This is an optimization exercise on Yosys and OpenROAD, whose aim is small area, a short achievable clock period and few clock cycles, not a production implementation.
At most, simulation tests tie the RTL to the original design; equivalence was not proved.
For runs 1 and 2, only the layout was checked, not whether the RTL still works.
Power figures rest on the tool's default switching activity, not on a simulated workload.

$ cat flow/run.sh
#!/bin/bash
# synth_recipe.tcl (not shown) runs the flow's synth.tcl, then flattens the netlist and writes it again
# the make line also repeats each setting of config.mk as NAME=value (left out here)
make -C /OpenROAD-flow-scripts/flow DESIGN_CONFIG=/design/flow/config.mk WORK_HOME=/design/flow/orfs CLKGATE_MAP_FILE= SYNTH_SCRIPT=/design/flow/synth_recipe.tcl finish
$ cat flow/config.mk
export PLATFORM = sky130hd
export DESIGN_NAME = sc_codec
export DESIGN_NICKNAME = sc_codec
export VERILOG_FILES = /design/flow/design.v
export SDC_FILE = /design/flow/constraint.sdc
export NUM_CORES = 4
export LEC_CHECK = 0
export CAP_MARGIN = 20
export CORE_MARGIN = 2
export CORE_UTILIZATION = 40
export SETUP_SLACK_MARGIN = 5
export SLEW_MARGIN = 20
$ cat flow/constraint.sdc
create_clock -name core_clock -period 8.0 [get_ports {clk}]
set_input_delay 1.6000 -clock core_clock [delete_from_list [all_inputs] [get_ports {clk}]]
set_output_delay 1.6000 -clock core_clock [all_outputs]
set_load 0.01 [all_outputs]
$ cat flow/design.v
module sc_crc_byte (
    input  wire [15:0] crc_in,
    input  wire [7:0]  data,
    output reg  [15:0] crc_out
);
    integer i;
    always @* begin
        crc_out = crc_in ^ {8'h00, data};
        for (i = 0; i < 8; i = i + 1) begin
            if (crc_out[0])
                crc_out = (crc_out >> 1) ^ 16'h8005;
            else
                crc_out = crc_out >> 1;
        end
    end
endmodule
module sc_hex_digit (
    input  wire [3:0] nib,
    output wire [7:0] ch
);
    assign ch = (nib <= 4'd9) ? (8'h30 + {4'h0, nib}) : (8'h37 + {4'h0, nib});
endmodule
module sc_hex_value (
    input  wire [7:0] ch,
    output reg        ok,
    output reg  [3:0] val
);
    always @* begin
        ok  = 1'b1;
        val = 4'h0;
        if (ch >= 8'h30 && ch <= 8'h39)
            val = ch[3:0];
        else if (ch >= 8'h41 && ch <= 8'h46)
            val = ch[3:0] + 4'd9;
        else if (ch >= 8'h61 && ch <= 8'h66)
            val = ch[3:0] + 4'd9;
        else
            ok = 1'b0;
    end
endmodule
module sc_codec (
    input  wire        clk,
    input  wire        rst,
    input  wire        req_valid,
    output wire        req_ready,
    input  wire [63:0] req_word,
    input  wire [9:0]  req_len,
    input  wire        in_valid,
    output wire        in_ready,
    input  wire [7:0]  in_data,
    output wire        out_valid,
    input  wire        out_ready,
    output wire [7:0]  out_data,
    output wire        rsp_valid,
    input  wire        rsp_ready,
    output wire [63:0] rsp_word
);
    localparam F_LEN  = 4'd1;
    localparam F_DATA = 4'd4;
    localparam F_CRCH = 4'd5;
    localparam F_STOP = 4'd7;
    localparam F_DONE = 4'd8;
    reg        rq_rdy;        
    reg        in_rdy;
    reg        rsp_v;
    reg        su;            
    reg        run;           
    reg        dn;            
    reg [3:0]  op;            
    reg [9:0]  rem;           
    reg [7:0]  y0, y1, yc;
    reg [15:0] y16;
    reg [2:0]  st;
    reg [7:0]  T;
    reg        tf;
    reg [7:0]  O;
    reg        ov;
    reg [7:0]  S;
    reg        sv;
    reg [3:0]  fph;           
    reg [1:0]  cp;            
    reg        tkb;           
    reg        mal;           
    reg        b0ok;          
    reg [7:0]  k;             
    reg [1:0]  tr;            
    reg        ma, mb, mc;    
    wire o_crc  = (op == 4'h0);
    wire o_step = (op == 4'h1);
    wire o_pack = (op == 4'h2);
    wire o_unpk = (op == 4'h3);
    wire o_hexb = (op == 4'h4);
    wire o_tok  = (op == 4'h5);
    wire o_hexl = (op == 4'h6);
    wire o_hdl  = (op == 4'h7);
    wire o_fr   = (op == 4'h8) || (op == 4'hA);
    wire o_df   = (op == 4'h9) || (op == 4'hB);
    wire hexm   = (op == 4'h6) || (op == 4'hA);
    wire textin = (op == 4'h7) || (op == 4'hB);
    wire ill    = op[3] & op[2];
    wire bin_in = !textin && !o_tok;
    wire ovf     = (st == 3'd1);
    wire c_emit  = (o_hexl || o_fr) && !ovf;
    wire c_parse = o_hdl || o_df;
    wire c_sink  = !c_emit && !c_parse;
    wire space   = !sv;
    wire rem_z   = (rem == 10'd0);
    wire rem_1   = (rem == 10'd1);
    wire req_take = req_valid && rq_rdy;
    wire in_take  = in_valid && in_rdy;
    reg [7:0] eb;
    always @* begin
        case (fph)
            4'd0:    eb = 8'hAA;
            4'd1:    eb = y0;
            4'd2:    eb = y1;
            4'd3:    eb = yc;
            4'd5:    eb = y16[15:8];
            4'd6:    eb = y16[7:0];
            4'd7:    eb = 8'hFF;
            default: eb = T;
        endcase
    end
    wire [3:0] nib = (cp == 2'd0) ? eb[7:4] : eb[3:0];
    wire [7:0] dig;
    sc_hex_digit u_dig (.nib(nib), .ch(dig));
    wire [7:0] ech = !hexm ? eb : (cp == 2'd2) ? 8'h20 : dig;
    wire e_dat    = (fph == F_DATA);
    wire e_need   = e_dat && (!hexm || cp != 2'd2);
    wire e_push   = run && c_emit && (fph != F_DONE) && space && (!e_need || tf);
    wire e_first  = !hexm || (cp == 2'd0);
    wire e_end    = !hexm || (cp == 2'd1);
    wire e_more   = !rem_z || (tf && !e_dat);
    wire e_crc    = e_push && o_fr && e_first && (fph >= F_LEN) && (fph <= F_DATA);
    reg  [3:0] nph;
    always @* begin
        if (fph == 4'd3)
            nph = e_more ? F_DATA : F_CRCH;
        else if (e_dat)
            nph = e_more ? F_DATA : (o_hexl ? F_DONE : F_CRCH);
        else if (fph == F_STOP)
            nph = F_DONE;
        else
            nph = fph + 4'd1;
    end
    wire [3:0] fph_e = (e_push && e_end) ? nph : fph;
    wire [2:0] pos    = fph[2:0];
    wire       d_cons = run && c_parse && tf && space;
    wire       d_df   = d_cons && o_df;
    wire       inreg  = (pos == 3'd1) || ((pos >= 3'd2) && (k[7:1] != 7'd0));
    wire       d_push = d_cons && (o_hdl || (inreg && pos[2]));
    wire [15:0] crc_nx;
    sc_crc_byte u_crc (.crc_in(y16), .data(eb), .crc_out(crc_nx));
    wire crc_en = (run && o_crc && tf) || e_crc || (d_df && inreg);
    wire       push  = e_push || d_push;
    wire       pop   = ov && out_ready;
    wire       oload = !ov || pop;
    wire       ov_n  = oload ? (sv || push) : 1'b1;
    wire       sv_n  = (sv || (push && ov)) && !pop;
    wire t_cons = (c_sink && tf) ||
                  (e_push && e_end && e_dat) ||
                  d_cons;
    wire       in_ws = (in_data >= 8'h09 && in_data <= 8'h0D) || (in_data == 8'h20);
    wire       hok;
    wire [3:0] hv;
    sc_hex_value u_hv (.ch(in_data), .ok(hok), .val(hv));
    wire [1:0] cp_inc = (cp == 2'd3) ? 2'd3 : cp + 2'd1;
    wire       tkb_n  = tkb || !hok;
    wire tx_take  = in_take && textin;
    wire tok_ws   = tx_take && in_ws && (cp != 2'd0);
    wire tok_last = tx_take && !in_ws && rem_1;
    wire tok_good = tok_ws ? (cp == 2'd2 && !tkb) : (cp_inc == 2'd2 && !tkb_n);
    wire tok_end  = tok_ws || tok_last;
    wire tk_chr   = (in_take && o_tok) || (tx_take && !in_ws);
    wire tf_set = (in_take && bin_in) || (tok_end && tok_good);
    wire tf_n   = tf_set || (tf && !t_cons);
    wire [9:0] rem_n = in_take ? rem - 10'd1 : rem;
    wire cpred = c_sink ||
                 (!sv_n && (c_parse || (o_fr && !hexm && fph_e == F_DATA)));
    wire fin = run && !su && (c_emit ? (fph == F_DONE) : (rem_z && !tf));
    reg  [2:0] d_st;
    always @* begin
        if (textin && mal)                  d_st = 3'd2;
        else if (pos != 3'd7)               d_st = 3'd3;
        else if (!b0ok || T != 8'hFF)       d_st = 3'd4;
        else if (y0 < 8'd3 || tr != 2'd3)   d_st = 3'd5;
        else if (!mc)                       d_st = 3'd6;
        else                                d_st = 3'd0;
    end
    wire d_err  = fin && o_df && (d_st != 3'd0);
    wire tok_ok = (cp == 2'd2) && !tkb;
    wire fr_ovf = o_fr && (rem >= 10'd253);
    wire su_fr  = o_fr && !fr_ovf;
    wire rsp_v_n = rsp_v ? !rsp_ready : ((dn || fin) && !ov_n);
    always @(posedge clk) begin
        if (rst) begin
            rq_rdy <= 1'b1;
            in_rdy <= 1'b0;
            rsp_v  <= 1'b0;
            su     <= 1'b0;
            run    <= 1'b0;
            dn     <= 1'b0;
            tf     <= 1'b0;
            ov     <= 1'b0;
            sv     <= 1'b0;
        end else begin
            if (oload) O <= sv ? S : ech;
            if (push && ov && !pop) S <= ech;
            ov <= ov_n;
            sv <= sv_n;
            rsp_v  <= rsp_v_n;
            rq_rdy <= rq_rdy ? !req_valid : (rsp_v && rsp_ready);
            dn     <= rsp_v ? 1'b0 : ((dn || fin) && ov_n);
            su     <= req_take;
            if (fin) run <= 1'b0;
            if (req_take) run <= 1'b1;
            in_rdy <= req_take ? (req_len != 10'd0)
                               : (run && !fin && rem_n != 10'd0 && (!tf_n || cpred));
            tf     <= req_take ? 1'b0 : tf_n;
            rem    <= req_take ? req_len : rem_n;
        end
        if (req_take) begin
            op <= (((req_word & 64'hFFFF0000FE0000F0) != 64'd0) ||
                   (req_word[3:0] >= 4'hC)) ? 4'hF : req_word[3:0];
            case (req_word[3:0])
                4'h1, 4'h4:       fph <= 4'd1;
                4'h6:             fph <= (req_len == 10'd0) ? F_DONE : F_DATA;
                4'h8, 4'hA:       fph <= 4'd0;
                default:          fph <= 4'd8;
            endcase
            cp   <= (req_word[3:0] == 4'h4) ? 2'd1 : 2'd0;
            tkb  <= 1'b0;
            mal  <= 1'b0;
            tr   <= 2'd0;
        end
        if (req_take)
            y0 <= req_word[15:8];
        else if (su)
            y0 <= su_fr ? rem[7:0] + 8'd3 : (o_hexb ? y0 : 8'd0);
        else if ((d_df && pos == 3'd1) || (fin && o_tok && tok_ok))
            y0 <= T;
        else if (fin && o_hexb)
            y0 <= dig;
        else if (d_err)
            y0 <= 8'd0;
        if (su)
            y1 <= o_hexb ? dig : (su_fr ? y0 : 8'd0);
        else if (d_df && pos == 3'd2)
            y1 <= T;
        else if (d_err)
            y1 <= 8'd0;
        if (req_take)
            yc <= {req_word[24], req_word[22:16]};
        else if (su)
            yc <= o_unpk ? y0 : ((o_pack || su_fr) ? yc : 8'd0);
        else if (d_df && pos == 3'd3)
            yc <= T;
        else if (d_err)
            yc <= 8'd0;
        if (req_take)
            y16 <= req_word[47:32];
        else if (su)
            y16 <= o_step ? crc_nx : ((o_crc || su_fr || o_df) ? 16'hFFFF : 16'h0000);
        else if (crc_en)
            y16 <= crc_nx;
        else if (d_err)
            y16 <= 16'h0000;
        if (req_take)
            st <= 3'd0;
        else if (su)
            st <= ill ? 3'd7 : (fr_ovf ? 3'd1 : 3'd0);
        else if (fin && o_tok && !tok_ok)
            st <= 3'd2;
        else if (fin && o_hdl)
            st <= mal ? 3'd2 : 3'd0;
        else if (fin && o_df)
            st <= d_st;
        if (in_take && bin_in)
            T <= in_data;
        if (tk_chr && cp == 2'd0) T[7:4] <= hv;
        if (tk_chr && cp == 2'd1) T[3:0] <= hv;
        if (su && o_hexb)
            cp <= 2'd0;
        else if (in_take && o_tok)
            cp <= cp_inc;
        else if (tx_take)
            cp <= (in_ws || rem_1) ? 2'd0 : cp_inc;
        else if (e_push && hexm)
            cp <= (cp == 2'd0) ? 2'd1 : ((cp == 2'd1) ? 2'd2 : 2'd0);
        if (in_take && o_tok && !hok)
            tkb <= 1'b1;
        else if (tx_take)
            tkb <= (in_ws || rem_1) ? 1'b0 : tkb_n;
        if (tok_end && !tok_good)
            mal <= 1'b1;
        if (e_push)
            fph <= fph_e;
        else if (d_cons && fph != 4'd15)
            fph <= fph + 4'd1;
        if (d_df) begin
            if (pos == 3'd0) b0ok <= (T == 8'hAA);
            if (pos == 3'd1) k <= T;
            if (inreg && pos >= 3'd2) k <= k - 8'd1;
            if (!inreg && pos >= 3'd2 && tr != 2'd3) tr <= tr + 2'd1;
            ma <= (T == y16[15:8]);
            mb <= ma && (T == y16[7:0]);
            mc <= mb;
        end
    end
    assign req_ready = rq_rdy;
    assign in_ready  = in_rdy;
    assign rsp_valid = rsp_v;
    assign out_valid = ov;
    assign out_data  = O;
    assign rsp_word  = {6'd0, yc[0], yc[7], 1'b0, yc[6:0], y16, yc, y1, y0, 5'd0, st};
endmodule
==> run_results.csv, run 1 <==
group,metric,value,unit
sta,worst-slew-pin-transition,992,ps
routing,wl_met3,3.28,mm
layout,fin_util,0.634,
layout,ff_latch_area,3180,um^2
power,total_power,2030,uW
floorplanning,io_pins,164,
sta,finalHoldViolCount,0,
floorplanning,die_h,145,um
sta,setup_viol,0,
routing,wl_met2,13.9,mm
logic_synthesis,synthArstFlopShare,0,
logic_synthesis,synth_area,7970,um^2
global_route,gr-total-overflow,0,
logic_synthesis,synth_cells,866,
global_route,grt_antenna_before_repair,0,
min_path,hold_path_class,"reg -> reg",
layout,nNetsFinal,1249,
sta,slew_headroom,0.336,
layout,fillers,1588,
logic_synthesis,synth-seq-cells,112,
power,vdd_ir_drop_max,0.000103,V
global_route,grt_max_degree,32,
sta,holdWs,430,ps
sta,maxSlewViolCount,0,
logic_synthesis,avgSynthCellArea,9.20,um^2
sta,max_freq,278,MHz
floorplanning,die_w,145,um
critical_path,crit_type,"reg -> reg",
critical_path,cp_slowest_cell,"edfxtp_1",
routing,wl_per_cell,22.0,um
cts,root_buffer,"clkbuf_16",
logic_synthesis,synthDistinctLibCells,78,
logic_synthesis,ys.flop_type,"edfxtp_1",
cts,cts_sinks,112,
logic_synthesis,synth_edf_count,94,
place,portBuffers,150,
floorplanning,start_util,0.408,
floorplanning,std_cell_rows,51,
cts,clk_latency,380,ps
logic_synthesis,yosys_warnings,3,
routing,finalWirelength,31.1,mm
sta,min_period,3590,ps
routing,num_vias,8559,
routing,drt_pass1_iterations,6,
cts,h-tree-depth,3,
layout,drive_gt1_frac,0.308,
logic_synthesis,ys_top_cells_by_area,"edfxtp_1 (35%), xnor2_1 (5.4%), dfxtp_1 (4.5%)",
routing,drc,0,
logic_synthesis,synth_area_leader_cell,"edfxtp_1",
cts,path_clk_slew,90,ps
critical_path,cp_slowest_stage_delay,500,ps
critical_path,startpoint_type,"flop",
sta,rsz0062_at_grt,"true",
layout,multi_input_area,5320,um^2
sta,fin_setup_tns,0,ps
logic_synthesis,synthMostInstantiatedCell,"edfxtp_1",
sta,clock_skew,18.4,ps
critical_path,crit_chain,"buf_6 -> ha_4 -> buf_6 -> a22oi_2 -> o22ai_2 -> o32ai_4 -> mux2i_4 -> ha_2 -> or2_4 -> a211oi_4 -> buf_4 -> o22ai_4 -> nand2_2 -> o22ai_4 -> mux2_4",
logic_synthesis,ys_seq_area_frac,0.399,
floorplanning,die-area,21100,um^2
floorplanning,core,19500,um^2
global_route,grt_pass1_vias,7808,
layout,areaGrowthSynthToFinish,55.3,%
critical_path,cp.arrival,3730,ps
place,place_congestion,0.915,
cts,cts_tree,"yes",
routing,postRouteAntennaNets,0,
routing,viasPerCell,6.05,
power,leakage,0.00474,uW
sta,fin_crit_sh,0.449,
cts,ctsLongestPathBuffers,2,
place,post-dp-hpwl,19.5,mm
layout,design_area,12400,um^2
critical_path,crit_fanout,6,
critical_path,required,8140,ps
global_route,grt_pass1_wl,45.4,mm
cts,cts_buffers,9,
logic_synthesis,yosys.area.top_type_share,0.354,
global_route,globalRouteTotalUtil,0.277,
logic_synthesis,synth_common_cells,"edfxtp_1 (94), nand2_1 (85), nor2_1 (75)",
place,placed_area,9780,um^2
routing,met1_length,12.5,mm
flow_run,drv_cap,0,
run_status,status,"complete, no violations",
routing,maxUsedRoutingLayer,"met4",
critical_path,cp-end-kind,"flop",
routing,drt_iter0_drc,1096,
layout,antenna_cells,0,
power,cellPowerDensity,164,nW/um^2
[state kept, by name, summed over array words and instances (netlist names), 2 cells and up]
signal and count:
k 8, yc 8, cp 2, S 8, st 3, y1 8, O 8, fph 4
T 8, tr 2, y16 16, op 4, rem 10, y0 8
[critical path: cells and delay by family (launching register included)]
| family | cells | cell delay, ps |
|---|---|---|
| DFF | 1 | 500 |
| and+or+nand+nor | 2 | 410 |
| AOI/OAI and AO/OA | 6 | 1150 |
| muxes | 2 | 430 |
| buffers and inverters | 3 | 480 |
| adders and majority gates | 2 | 400 |
[stage by stage]
| step | worst slack [ps] | std cells |
|---|---|---|
| floorplan | 4410 | 877 |
| finish | 4410 | 1414 |
| global placement | 3430 | 1226 |
| CTS | 4470 | 1360 |
| global route | 4300 | 1414 |
| detailed placement | 3410 | 1226 |
[kinds of logic after synthesis]
group                    after synthesis  share of synthesized area
AND/OR/NAND/NOR                      300                      0.188
buffers and inverters                100                     0.0593
multiplexers                          23                     0.0305
other                                  1                   0.000470
XOR/XNOR                              67                     0.0764
flip-flops                           112                      0.399
adder cells (fa/ha/maj)               17                     0.0267
AO/OA/AOI/OAI                        246                      0.219
[power breakdown]
| part | switching (uW) | internal, uW | total, uW |
|---|---|---|---|
| registers | 50.7 | 681 | 732 |
| logic | 387 | 426 | 813 |
| clock network | 255 | 226 | 480 |
| total | 692 | 1330 | 2030 |
[placed cells by master, fill, tap and decap left out, types with 8 or more instances in the layout]
cell type,n
buf_4,139
clkdlybuf4s50_1,122
edfxtp_1,94
nand2_1,75
nor2_1,68
o21ai_0,50
xnor2_1,40
a21oi_1,32
buf_6,30
inv_1,18
dfxtp_1,18
a221o_1,16
nand2b_1,15
nand4_1,14
nand3_1,14
nor3_1,13
xor2_1,13
conb_1,12
mux2i_1,10
o21ai_1,10
and3_1,10
nor4_1,10
a22oi_1,9
a32oi_1,9
ha_1,9
clkbuf_16,9
dlymetal6s2s_1,9
o22ai_2,8
nor2b_1,8
[area by class of cell]
class | instances | share of cell area
inverter | 29 | 0.0114
clock buffer | 9 | 0.0182
clock inverter | 7 | 0.00677
timing repair buffer | 326 | 0.249
sequential | 112 | 0.257
tap | 265 | 0.0268
multi-input combinational | 666 | 0.430
[per-layer routing]
metal	vias to the layer above	global-route usage
li1	3808	-
met1	4048	0.379
met2	579	0.432
met3	124	0.0563
met4	0	0.109
met5	-	0
[timing repair]
item / in CTS / in global routing
cloned: 5 / 0
endpoints found under the setup margin: 158 / 142
resized for setup: 146 / 100
hold buffers: 0 / 0
pin swaps: 48 / 42
setup buffers: 113 / 54
[final timing paths]
kind               start  endpoint  slack (ps)  cells after the start
setup / recovery  fph[0]      O[3]        4410                     15
hold reg to reg       mb        mc         430                      0
hold / removal        mb        mc         430                      0
setup reg to reg  fph[0]      O[3]        4410                     15
==> run 2: changes to the inputs <==
--- a/flow/config.mk
+++ b/flow/config.mk
@@ -5,6 +5,7 @@
 export SDC_FILE = /design/flow/constraint.sdc
 export NUM_CORES = 4
 export LEC_CHECK = 0
+export ABC_CLOCK_PERIOD_IN_PS = 2500
 export CAP_MARGIN = 20
 export CORE_MARGIN = 2
 export CORE_UTILIZATION = 40
==> run 2 against run 1 <==
Compared with the run above:
- still clean
- register-to-register slack barely moved
- largest cell class unchanged
- critical endpoint unchanged
- non-clock buffer count did not move
- die area did not move
- worst setup slack did not move
- highest routed layer unchanged
==> run_results.csv, run 2 <==
group,metric,value,unit
sta,fin_crit_sh,0.449,
routing,finalWirelength,31.1,mm
cts,cts_tree,"yes",
routing,postRouteAntennaNets,0,
critical_path,startpoint_type,"flop",
sta,worst-slew-pin-transition,992,ps
sta,min_period,3590,ps
sta,rsz0062_at_grt,"true",
global_route,grtUsageMet2,0.432,
power,p_sw_frac,0.342,
layout,ff_latch_area,3180,um^2
layout,drive_gt1_frac,0.308,
critical_path,cp-end-kind,"flop",
layout,multi_input_area,5320,um^2
place,place_congestion,0.915,
layout,top_register,"y16",
logic_synthesis,synth-seq-cells,112,
routing,drt_pass1_iterations,6,
sta,clock_skew,18.4,ps
sta,maxSlewViolCount,0,
layout,nNetsFinal,1249,
logic_synthesis,synthDistinctLibCells,78,
power,pwr-share-clk,0.237,
cts,cts_sinks,112,
power,vdd_ir_drop_max,0.000103,V
place,post-place-ws,3410,ps
floorplanning,die_h,145,um
critical_path,crit_type,"reg -> reg",
power,leakage,0.00474,uW
critical_path,required,8140,ps
global_route,grt_max_degree,32,
logic_synthesis,avgSynthCellArea,9.20,um^2
floorplanning,io_pins,164,
logic_synthesis,synthArstFlopShare,0,
cts,cts_buffers,9,
layout,final_common_cell,"buf_4",
power,pwr-share-seq,0.361,
place,portBuffers,150,
sta,slew_headroom,0.336,
logic_synthesis,synth_common_cells,"edfxtp_1 (94), nand2_1 (85), nor2_1 (75)",
layout,fillers,1588,
min_path,hold_path_class,"reg -> reg",
critical_path,r2r_slack,4410,ps
floorplanning,die-area,21100,um^2
critical_path,crit_chain,"buf_6 -> ha_4 -> buf_6 -> a22oi_2 -> o22ai_2 -> o32ai_4 -> mux2i_4 -> ha_2 -> or2_4 -> a211oi_4 -> buf_4 -> o22ai_4 -> nand2_2 -> o22ai_4 -> mux2_4",
floorplanning,die_w,145,um
place,post-dp-hpwl,19.5,mm
logic_synthesis,synth_area,7970,um^2
power,power.internal,1330,uW
critical_path,crit_fanout,6,
logic_synthesis,synthMostInstantiatedCell,"edfxtp_1",
layout,top_regs,"y16: 16 flops, rem: 10 flops",
logic_synthesis,yosys_warnings,3,
logic_synthesis,ys_seq_area_frac,0.399,
layout,final_cell_mix,"buf_4 (139), clkdlybuf4s50_1 (122), edfxtp_1 (94), nand2_1 (75), nor2_1 (68)",
run_status,status,"complete, no violations",
global_route,globalRouteTotalUtil,0.277,
critical_path,cp_slowest_stage_delay,500,ps
global_route,top_usage_layer,"met2",
cts,ctsLongestPathBuffers,2,
logic_synthesis,synth_cells,866,
power,p_sw,692,uW
global_route,gr-usage-met1,0.379,
sta,finalHoldViolCount,0,
routing,wl_per_cell,22.0,um
sta,worst_slack,4410,ps
power,cellPowerDensity,164,nW/um^2
cts,cts_hold_buf,0,
global_route,grt_pass1_wl,45.4,mm
routing,drt_iter0_drc,1096,
global_route,grt_pass1_vias,7808,
cts,clk_latency,380,ps
logic_synthesis,ys.flop_type,"edfxtp_1",
floorplanning,core,19500,um^2
global_route,met3_usage,0.0563,
routing,drc,0,
layout,antenna_cells,0,
critical_path,cp.arrival,3730,ps
logic_synthesis,yosys.area.top_type_share,0.354,
critical_path,cp_slowest_cell,"edfxtp_1",
cts,root_buffer,"clkbuf_16",
global_route,gr-total-overflow,0,
flow_run,drv_cap,0,
floorplanning,start_util,0.408,
cts,path_clk_slew,90,ps
logic_synthesis,synth_edf_count,94,
floorplanning,std_cell_rows,51,
routing,viasPerCell,6.05,
sta,max_freq,278,MHz
power,p_comb_frac,0.401,
sta,setup_viol,0,
logic_synthesis,synth_area_leader_cell,"edfxtp_1",
logic_synthesis,ys_top_cells_by_area,"edfxtp_1 (35%), xnor2_1 (5.4%), dfxtp_1 (4.5%)",
sta,fin_setup_tns,0,ps
cts,h-tree-depth,3,
layout,largest_register_ffs,16,
routing,num_vias,8559,
global_route,grt_antenna_before_repair,0,
layout,areaGrowthSynthToFinish,55.3,%
run 2: cell counts in the layout (fill, tap and decap cells not counted):
Identical to the previous run, type by type.
run 2: cell families after synthesis:
| family | after synthesis | share of synthesized area |
|---|---|---|
| xor+xnor | 67 | 0.0764 |
| fa+ha+maj | 17 | 0.0267 |
| simple gates | 300 | 0.188 |
| buf+inv | 100 | 0.0593 |
| compound gates | 246 | 0.219 |
| mux | 23 | 0.0305 |
| other cells | 1 | 0.000470 |
| flops | 112 | 0.399 |
run 2: routing by layer:
metal  up-vias  wire length (um)
met5         -                 0
met4         0              1410
met3       124              3280
met2       579             13900
met1      4048             12500
li1       3808                 -
run 2: what timing repair did:
item,CTS,global route
setup endpoints to repair,158,142
pin swaps,48,42
setup buffers,113,54
gates resized for setup,146,100
cloned,5,0
run 2: worst paths after layout:
check / from / end / cells past startpoint
setup / recovery: fph[0] / O[3] / 15
hold / removal: mb / mc / 0
setup reg to reg: fph[0] / O[3] / 15
hold reg to reg: mb / mc / 0
run 2: power by group through the flow:
stage	registers [uW]	logic, uW	clock network (uW)
floorplan	737	328	0
global placement	758	496	0
detailed placement	759	498	0
CTS	729	705	481
global route	736	856	504
finish	732	813	480
run 2: final cells by class:
class / instances / area share
Clock buffer: 9 / 0.0182
Timing Repair Buffer: 326 / 0.249
Tap cell: 265 / 0.0268
Multi-Input combinational cell: 666 / 0.430
Inverter: 29 / 0.0114
Sequential cell: 112 / 0.257
Clock inverter: 7 / 0.00677
run 2: per-stage QoR:
stage | cells | total power [uW] | instance area, um^2 | util | hold slack, ps
6_report | 1414 | 2030 | 12400 | 0.634 | 430
5_1_grt | 1414 | 2100 | 12400 | 0.634 | 446
4_1_cts | 1360 | 1920 | 11500 | 0.591 | 433
3_5_place_dp | 1226 | 1260 | 9780 | 0.501 | 412
3_3_place_gp | 1226 | 1250 | 9780 | 0.501 | 419
2_1_floorplan | 877 | 1060 | 8300 | - | 400
run 2: critical path, delay by kind of cell (launching register included):
kind / cells / cell delay [ps]
AOI/OAI and AO/OA: 6 / 1150
adders and majority gates: 2 / 400
buffers and inverters: 3 / 480
DFF: 1 / 500
muxes: 2 / 430
and+or+nand+nor: 2 / 410
==> run 3: changes to the inputs <==
--- a/flow/design.v
+++ b/flow/design.v
@@ -18,25 +18,21 @@
     input  wire [3:0] nib,
     output wire [7:0] ch
 );
-    assign ch = (nib <= 4'd9) ? (8'h30 + {4'h0, nib}) : (8'h37 + {4'h0, nib});
+    wire       letter = nib[3] & (nib[2] | nib[1]);
+    wire [2:0] lo     = nib[2:0] - 3'd1;
+    assign ch = letter ? {5'b01000, lo} : {4'b0011, nib};
 endmodule
 module sc_hex_value (
     input  wire [7:0] ch,
-    output reg        ok,
-    output reg  [3:0] val
+    output wire       ok,
+    output wire [3:0] val
 );
-    always @* begin
-        ok  = 1'b1;
-        val = 4'h0;
-        if (ch >= 8'h30 && ch <= 8'h39)
-            val = ch[3:0];
-        else if (ch >= 8'h41 && ch <= 8'h46)
-            val = ch[3:0] + 4'd9;
-        else if (ch >= 8'h61 && ch <= 8'h66)
-            val = ch[3:0] + 4'd9;
-        else
-            ok = 1'b0;
-    end
+    wire digit  = (ch[7:4] == 4'h3) && (!ch[3] || ch[2:1] == 2'b00);
+    wire letter = (ch[7:5] == 3'b010 || ch[7:5] == 3'b011) && (ch[4:3] == 2'b00) &&
+                  (ch[2:0] != 3'd0) && (ch[2:0] != 3'd7);
+    wire [2:0] lv = ch[2:0] + 3'd1;
+    assign ok  = digit || letter;
+    assign val = digit ? ch[3:0] : {1'b1, lv};
 endmodule
 module sc_codec (
     input  wire        clk,
@@ -82,6 +78,7 @@
     reg        tkb;           
     reg        mal;           
     reg        b0ok;          
+    reg        lff;           
     reg [7:0]  k;             
     reg [1:0]  tr;            
     reg        ma, mb, mc;    
@@ -160,7 +157,8 @@
     wire t_cons = (c_sink && tf) ||
                   (e_push && e_end && e_dat) ||
                   d_cons;
-    wire       in_ws = (in_data >= 8'h09 && in_data <= 8'h0D) || (in_data == 8'h20);
+    wire       in_ws = (in_data == 8'h20) ||
+                       (in_data[7:3] == 5'b00001 && in_data[2:0] != 3'd0 && in_data[2:0] <= 3'd5);
     wire       hok;
     wire [3:0] hv;
     sc_hex_value u_hv (.ch(in_data), .ok(hok), .val(hv));
@@ -171,10 +169,13 @@
     wire tok_last = tx_take && !in_ws && rem_1;
     wire tok_good = tok_ws ? (cp == 2'd2 && !tkb) : (cp_inc == 2'd2 && !tkb_n);
     wire tok_end  = tok_ws || tok_last;
-    wire tk_chr   = (in_take && o_tok) || (tx_take && !in_ws);
+    wire tk_chr   = in_take && !bin_in;
     wire tf_set = (in_take && bin_in) || (tok_end && tok_good);
     wire tf_n   = tf_set || (tf && !t_cons);
     wire [9:0] rem_n = in_take ? rem - 10'd1 : rem;
+    wire       rem_nz_n = in_take ? !rem_1 : !rem_z;
+    wire tf_nc  = (in_take && (bin_in || (textin && (cp != 2'd0 || rem_1)))) ||
+                  (tf && !t_cons);
     wire cpred = c_sink ||
                  (!sv_n && (c_parse || (o_fr && !hexm && fph_e == F_DATA)));
     wire fin = run && !su && (c_emit ? (fph == F_DONE) : (rem_z && !tf));
@@ -182,7 +183,7 @@
     always @* begin
         if (textin && mal)                  d_st = 3'd2;
         else if (pos != 3'd7)               d_st = 3'd3;
-        else if (!b0ok || T != 8'hFF)       d_st = 3'd4;
+        else if (!b0ok || !lff)             d_st = 3'd4;
         else if (y0 < 8'd3 || tr != 2'd3)   d_st = 3'd5;
         else if (!mc)                       d_st = 3'd6;
         else                                d_st = 3'd0;
@@ -215,7 +216,7 @@
             if (fin) run <= 1'b0;
             if (req_take) run <= 1'b1;
             in_rdy <= req_take ? (req_len != 10'd0)
-                               : (run && !fin && rem_n != 10'd0 && (!tf_n || cpred));
+                               : (run && !fin && rem_nz_n && (!tf_nc || cpred));
             tf     <= req_take ? 1'b0 : tf_n;
             rem    <= req_take ? req_len : rem_n;
         end
@@ -299,6 +300,7 @@
             fph <= fph + 4'd1;
         if (d_df) begin
             if (pos == 3'd0) b0ok <= (T == 8'hAA);
+            lff <= (T == 8'hFF);
             if (pos == 3'd1) k <= T;
             if (inreg && pos >= 3'd2) k <= k - 8'd1;
             if (!inreg && pos >= 3'd2 && tr != 2'd3) tr <= tr + 2'd1;
--- a/flow/config.mk
+++ b/flow/config.mk
@@ -5,9 +5,8 @@
 export SDC_FILE = /design/flow/constraint.sdc
 export NUM_CORES = 4
 export LEC_CHECK = 0
-export ABC_CLOCK_PERIOD_IN_PS = 2500
 export CAP_MARGIN = 20
 export CORE_MARGIN = 2
 export CORE_UTILIZATION = 40
-export SETUP_SLACK_MARGIN = 5
+export SETUP_SLACK_MARGIN = 5.0
 export SLEW_MARGIN = 20
==> run 3 against run 2 <==
Compared with the run above:
- via count shrank 5.7%
- sequential power fell by 2%
- clock-buffer cell count rose by 10
- synthesized area down 1.1%
- final area shrank 5.0%
- non-clock buffer count fell by 65
- still clean on timing, DRC and antenna
- clock power rose by about 60%
- clock skew shrank 7.6 ps
- power grew 7.3%
- maximum frequency increased by 5.4%
- sequential share of layout area rose by 1.6 points
- global-route usage is essentially flat
==> run_results.csv, run 3 <==
group,metric,value,unit
run_status,status,"complete, no violations",
logic_synthesis,synth_area,7880,um^2
layout,final_common_cell,"clkdlybuf4s50_1",
sta,min_period,3410,ps
layout,top_regs,"y16: 16 flops, rem: 10 flops",
floorplanning,io_pins,164,
logic_synthesis,ys_seq_area_frac,0.408,
sta,slew_headroom,0.343,
floorplanning,die-area,20800,um^2
logic_synthesis,synthMostInstantiatedCell,"edfxtp_1",
critical_path,cp_slowest_stage_delay,520,ps
critical_path,cp.arrival,3590,ps
layout,antenna_cells,0,
critical_path,path_buf_inv,4,
critical_path,required,8180,ps
logic_synthesis,yosys_warnings,2,
critical_path,cp_slowest_cell,"xnor3_2",
critical_path,path_depth,13,
critical_path,r2r-end,"y16[2]",
routing,viasPerCell,6.00,
critical_path,crit_fanout,6,
floorplanning,die_h,144,um
flow_run,drv_cap,0,
place,post-dp-hpwl,19.6,mm
sta,worst-slew-pin-transition,984,ps
logic_synthesis,ys.flop_type,"edfxtp_1",
routing,drt_pass1_iterations,6,
place,place_congestion,0.919,
critical_path,cp_top_family,"XOR/XNOR gates",
layout,areaGrowthSynthToFinish,49.1,%
logic_synthesis,synthDistinctLibCells,76,
cts,root_buffer,"clkbuf_16",
layout,final_cell_mix,"clkdlybuf4s50_1 (106), edfxtp_1 (95), buf_4 (94), nand2_1 (89), nor2_1 (68)",
logic_synthesis,synth-seq-cells,113,
min_path,hold_depth,0,
sta,maxSlewViolCount,0,
cts,clk_latency,430,ps
routing,postRouteAntennaNets,0,
critical_path,r2r-start,"fph[0]",
cts,cts_sinks,113,
cts,h-tree-depth,4,
sta,finalHoldViolCount,0,
logic_synthesis,synth_cells,850,
critical_path,startpoint_type,"flop",
global_route,grt_pass1_vias,7165,
routing,drc,0,
floorplanning,std_cell_rows,51,
place,portBuffers,150,
cts,path_clk_slew,60,ps
cts,cts_buffers,17,
sta,setup_viol,0,
global_route,grt_max_degree,34,
critical_path,r2r_cells,13,
critical_path,worst_path_most_repeated_cell,"buf_6",
power,vdd_ir_drop_max,0.000164,V
logic_synthesis,synthArstFlopShare,0,
floorplanning,core,19400,um^2
sta,clock_skew,10.9,ps
cts,ctsLongestPathBuffers,2,
floorplanning,start_util,0.406,
logic_synthesis,synth_area_leader_cell,"edfxtp_1",
critical_path,cp-startpoint,"fph[0]",
min_path,hold_path_class,"reg -> reg",
routing,finalWirelength,30.5,mm
critical_path,cp-endpoint,"y16[2]",
logic_synthesis,yosys.area.top_type_share,0.362,
critical_path,cp-end-kind,"flop",
layout,fillers,1695,
logic_synthesis,avgSynthCellArea,9.27,um^2
global_route,gr-total-overflow,0,
layout,design_area,11800,um^2
global_route,grt_antenna_before_repair,0,
place,placed_area,9560,um^2
power,cellPowerDensity,185,nW/um^2
layout,nNetsFinal,1172,
critical_path,crit_type,"reg -> reg",
global_route,grt_pass1_wl,42.3,mm
layout,top_register,"y16",
logic_synthesis,synth_edf_count,95,
power,leakage,0.00456,uW
logic_synthesis,synth_common_cells,"edfxtp_1 (95), nand2_1 (92), nor2_1 (74)",
layout,largest_register_ffs,16,
sta,rsz0062_at_grt,"true",
routing,num_vias,8071,
sta,fin_setup_tns,0,ps
routing,wl_per_cell,22.6,um
layout,drive_gt1_frac,0.253,
critical_path,crit_chain,"buf_6 -> inv_6 -> ha_4 -> buf_6 -> buf_6 -> a21oi_2 -> o22ai_2 -> a211oi_4 -> xnor2_2 -> xnor2_2 -> xnor3_2 -> xor3_1 -> a221o_1",
critical_path,r2r_slack,4590,ps
sta,max_freq,293,MHz
routing,drt_iter0_drc,968,
logic_synthesis,ys_top_cells_by_area,"edfxtp_1 (36%), dfxtp_1 (4.6%), nand2_1 (4.4%)",
cts,cts_tree,"yes",
sta,fin_crit_sh,0.426,
floorplanning,die_w,144,um
global_route,globalRouteTotalUtil,0.278,
==> run 3: metal layers <==
metal / up-vias / track usage / part of all wire
li1: 3598 / - / -
met1: 3887 / 0.382 / 0.40
met2: 500 / 0.439 / 0.47
met3: 86 / 0.0500 / 0.097
met4: 0 / 0.100 / 0.032
met5: - / 0 / 0
==> run 3: final cells by class <==
class	instances	area, um^2	area share
clock buffer	19	433	0.0368
multi-input combinational	656	5010	0.427
clock inverter	13	144	0.0122
timing repair buffer	261	2520	0.214
tap	265	332	0.0282
inverter	19	100	0.00852
sequential	113	3210	0.273
==> run 3: metrics by stage <==
stage	power, uW	hold slack, ps	util	setup WS, ps	cells
detailed placement	1200	417	0.493	3460	1208
floorplan	1020	400	-	4570	861
global route	2230	436	0.606	4550	1346
CTS	2050	418	0.570	4760	1307
global placement	1200	407	0.493	3450	1208
finish	2170	418	0.606	4590	1346
==> run 3: cell families (layout without fill, tap and decap cells) <==
group	Yosys count	count (layout)	share of synthesized area
multiplexers	25	25	0.0351
other	1	12	0.000476
AO/OA/AOI/OAI	231	231	0.201
AND/OR/NAND/NOR	306	307	0.190
flip-flops	113	113	0.408
adder cells (fa/ha/maj)	16	16	0.0254
buffers and inverters	93	312	0.0583
XOR/XNOR	65	65	0.0814
==> run 3: worst min path at each step <==
stage / endpoint / start
6_report: mc / mb
5_1_grt: mc / mb
4_1_cts: mc / mb
3_5_place_dp: mc / mb
3_3_place_gp: mc / mb
2_1_floorplan: mc / mb
==> run 3: repair_timing <==
action / CTS / global route
hold buffers: 0 / 0
setup endpoints to repair: 163 / 121
gates cloned: 4 / 0
pin swaps: 30 / 35
buffers inserted: 63 / 39
resized for setup: 116 / 90
==> run 3: power by group <==
part / internal [uW] / switching, uW / leakage (uW) / total [uW]
sequential: 682 / 39.8 / 0.00104 / 721
clock: 483 / 284 / 0.000285 / 767
combinational: 354 / 330 / 0.00323 / 684
total: 1520 / 654 / 0.00456 / 2170
Testbench counts of run 3, summed over its fixed seeds: cycles 126,808.
==> run 4: changes to the inputs <==
--- a/flow/config.mk
+++ b/flow/config.mk
@@ -8,5 +8,5 @@
 export CAP_MARGIN = 20
 export CORE_MARGIN = 2
 export CORE_UTILIZATION = 40
-export SETUP_SLACK_MARGIN = 5.0
+export SETUP_SLACK_MARGIN = 4.5
 export SLEW_MARGIN = 20
==> run 4 against run 3 <==
Compared with the run above:
- critical endpoint is now y16[0]
- synthesized area unchanged
- register-to-register slack worse by 90 ps
- wire length down 16%
- final area shrank 11%
- die area unchanged
==> run_results.csv, run 4 <==
group,metric,value,unit
global_route,gr-total-overflow,0,
power,cellPowerDensity,199,nW/um^2
floorplanning,die-area,20800,um^2
sta,max_freq,286,MHz
routing,drc,0,
layout,final_common_cell,"clkdlybuf4s50_1",
sta,finalHoldViolCount,0,
logic_synthesis,synthDistinctLibCells,76,
sta,fin_setup_tns,0,ps
floorplanning,std_cell_rows,51,
cts,h-tree-depth,4,
logic_synthesis,synth_area_leader_cell,"edfxtp_1",
routing,wl_per_cell,20.2,um
run_status,status,"complete, no violations",
logic_synthesis,synth_common_cells,"edfxtp_1 (95), nand2_1 (92), nor2_1 (74)",
layout,nNetsFinal,1091,
power,total_power,2090,uW
layout,areaGrowthSynthToFinish,33.4,%
logic_synthesis,ys.flop_type,"edfxtp_1",
global_route,grt_antenna_before_repair,0,
layout,top_regs,"y16: 16 flops, rem: 10 flops",
global_route,grt_pass1_vias,6866,
cts,cts_hold_buf,0,
place,place_congestion,0.902,
sta,setup_viol,0,
routing,drt_iter0_drc,852,
logic_synthesis,avgSynthCellArea,9.27,um^2
layout,largest_register_ffs,16,
critical_path,r2r-start,"fph[0]",
logic_synthesis,synth_edf_count,95,
logic_synthesis,ys_seq_area_frac,0.408,
sta,rsz0062_at_grt,"true",
cts,ctsLongestPathBuffers,2,
critical_path,worst_path_most_repeated_cell,"buf_4",
min_path,hold_end,"mc",
cts,cts_sinks,113,
critical_path,r2r-end,"y16[0]",
sta,fin_crit_sh,0.437,
power,leakage,0.00376,uW
sta,clock_skew,10.3,ps
routing,finalWirelength,25.5,mm
critical_path,crit_chain,"buf_4 -> ha_4 -> buf_4 -> a22oi_1 -> nor2_1 -> o311ai_0 -> o211a_4 -> xor2_4 -> xnor3_2 -> xor3_1 -> a221o_1",
logic_synthesis,synth_cells,850,
min_path,hp-start,"mb",
cts,root_buffer,"clkbuf_16",
cts,path_clk_slew,60,ps
logic_synthesis,yosys_warnings,2,
floorplanning,start_util,0.406,
logic_synthesis,ys_top_cells_by_area,"edfxtp_1 (36%), dfxtp_1 (4.6%), nand2_1 (4.4%)",
sta,slew_headroom,0.312,
cts,cts_buffers,17,
global_route,grt_max_degree,60,
logic_synthesis,yosys.area.top_type_share,0.362,
layout,antenna_cells,0,
sta,maxSlewViolCount,0,
cts,clk_latency,430,ps
critical_path,startpoint_type,"flop",
critical_path,cp_slowest_stage_delay,480,ps
floorplanning,die_w,144,um
floorplanning,core,19400,um^2
floorplanning,io_pins,164,
routing,drt_pass1_iterations,6,
routing,postRouteAntennaNets,0,
critical_path,cp-end-kind,"flop",
logic_synthesis,synth_area,7880,um^2
critical_path,cp.arrival,3670,ps
critical_path,cp-startpoint,"fph[0]",
sta,min_period,3490,ps
logic_synthesis,synthArstFlopShare,0,
routing,num_vias,7413,
min_path,hold_depth,0,
floorplanning,die_h,144,um
critical_path,r2r_cells,11,
layout,top_register,"y16",
critical_path,r2r_slack,4510,ps
critical_path,cp_slowest_cell,"o311ai_0",
logic_synthesis,synthMostInstantiatedCell,"edfxtp_1",
place,place_inst,1209,
layout,drive_gt1_frac,0.131,
critical_path,crit_type,"reg -> reg",
global_route,grt_pass1_wl,38.2,mm
critical_path,cp_top_family,"compound AO/OA/AOI/OAI gates",
place,portBuffers,150,
place,post-dp-hpwl,18.6,mm
layout,final_cell_mix,"clkdlybuf4s50_1 (146), edfxtp_1 (95), nand2_1 (92), nor2_1 (73), o21ai_0 (58)",
flow_run,drv_cap,0,
power,vdd_ir_drop_max,0.000146,V
min_path,hold_path_class,"reg -> reg",
logic_synthesis,synth-seq-cells,113,
layout,fin_cells,1265,
global_route,globalRouteTotalUtil,0.243,
critical_path,crit_fanout,10,
sta,worst-slew-pin-transition,1030,ps
critical_path,required,8170,ps
critical_path,path_buf_inv,2,
routing,viasPerCell,5.86,
cts,cts_tree,"yes",
-- run 4: metrics by stage --
stage               utilization  setup WS (ps)  area (um^2)  hold WS [ps]
floorplan                     -           4520         7940           400
global placement          0.487           3620         9450           419
detailed placement        0.487           3600         9450           422
CTS                       0.530           4430        10300           449
global route              0.542           4470        10500           463
finish                    0.542           4510        10500           444
-- run 4: layout make-up --
class	instances	area, um^2
clock inverter	15	239
multi-input combinational	655	4510
inverter	19	71.3
fill	1798	8880
clock buffer	17	425
tap	265	332
timing repair buffer	181	1730
sequential	113	3210
-- run 4: what timing repair did --
| action | in CTS | in global routing |
|---|---|---|
| endpoints found under the setup margin | 59 | 65 |
| resized for setup | 32 | 22 |
| pin swaps | 7 | 9 |
| setup buffers | 10 | 14 |
-- run 4: worst max path at each step --
stage,cells past startpoint,to
2_1_floorplan,12,y16[0]
3_3_place_gp,11,cp[1]
3_5_place_dp,11,cp[1]
4_1_cts,6,y16[4]
5_1_grt,12,O[2]
6_report,11,y16[0]
-- run 4: power breakdown --
group	total (uW)	switching, uW	internal, uW	leakage [uW]
Combinational	486	233	253	0.00240
Clock	868	287	581	0.000317
Sequential	735	53.3	682	0.00104
-- run 4: worst reg2reg max path: stages (launching register included) --
cell	delay, ps
edfxtp_1	420
buf_4	170
ha_4	200
buf_4	200
a22oi_1	160
nor2_1	80
o311ai_0	480
o211a_4	300
xor2_4	180
xnor3_2	380
xor3_1	370
a221o_1	320
-- run 4: kinds of logic after synthesis --
logic type,share of synthesized area
buffers and inverters,0.0583
xor gates and xnor gates,0.0814
DFF,0.408
and+or+nand+nor,0.190
muxes,0.0351
AOI/OAI and AO/OA,0.201
other,0.000476
adders and majority gates,0.0254
-- run 4: routing by layer --
| layer | routed length [um] | track usage |
|---|---|---|
| met5 | 0 | 0 |
| met4 | 686 | 0.0853 |
| met3 | 2030 | 0.0427 |
| met2 | 12200 | 0.401 |
| met1 | 10600 | 0.321 |

-- re-timing with driven ports --
Ports are ideal in the flow. The routed layouts listed here were re-timed in OpenROAD.
Step 1 sets driving cells, clkbuf_16 on the clock port and buf_2 on the other inputs (assumed; they add their load-dependent delay and slew).
Step 2 times the ports against the registers' clock, not the clock port: input delays grow and output delays shrink by t, the midpoint of the rising clock arrivals with the driver on.
Three values: ideal, step 1, step 2; two values: the first two.
| run | shift t [ns] | setup slack, ns | slew at the worst register clock pin (ns) |
|---|---|---|---|
| run 1 | 0.416 | 4.409 / 4.409 / 4.065 | 0.09 / 0.09 |
| run 2 | 0.416 | 4.409 / 4.409 / 4.065 | 0.09 / 0.09 |
| run 3 | 0.476 | 4.593 / 4.593 / 4.298 | 0.06 / 0.06 |
| run 4 | 0.470 | 4.508 / 4.508 / 4.171 | 0.06 / 0.06 |
After both steps setup and hold are still met in every run listed.
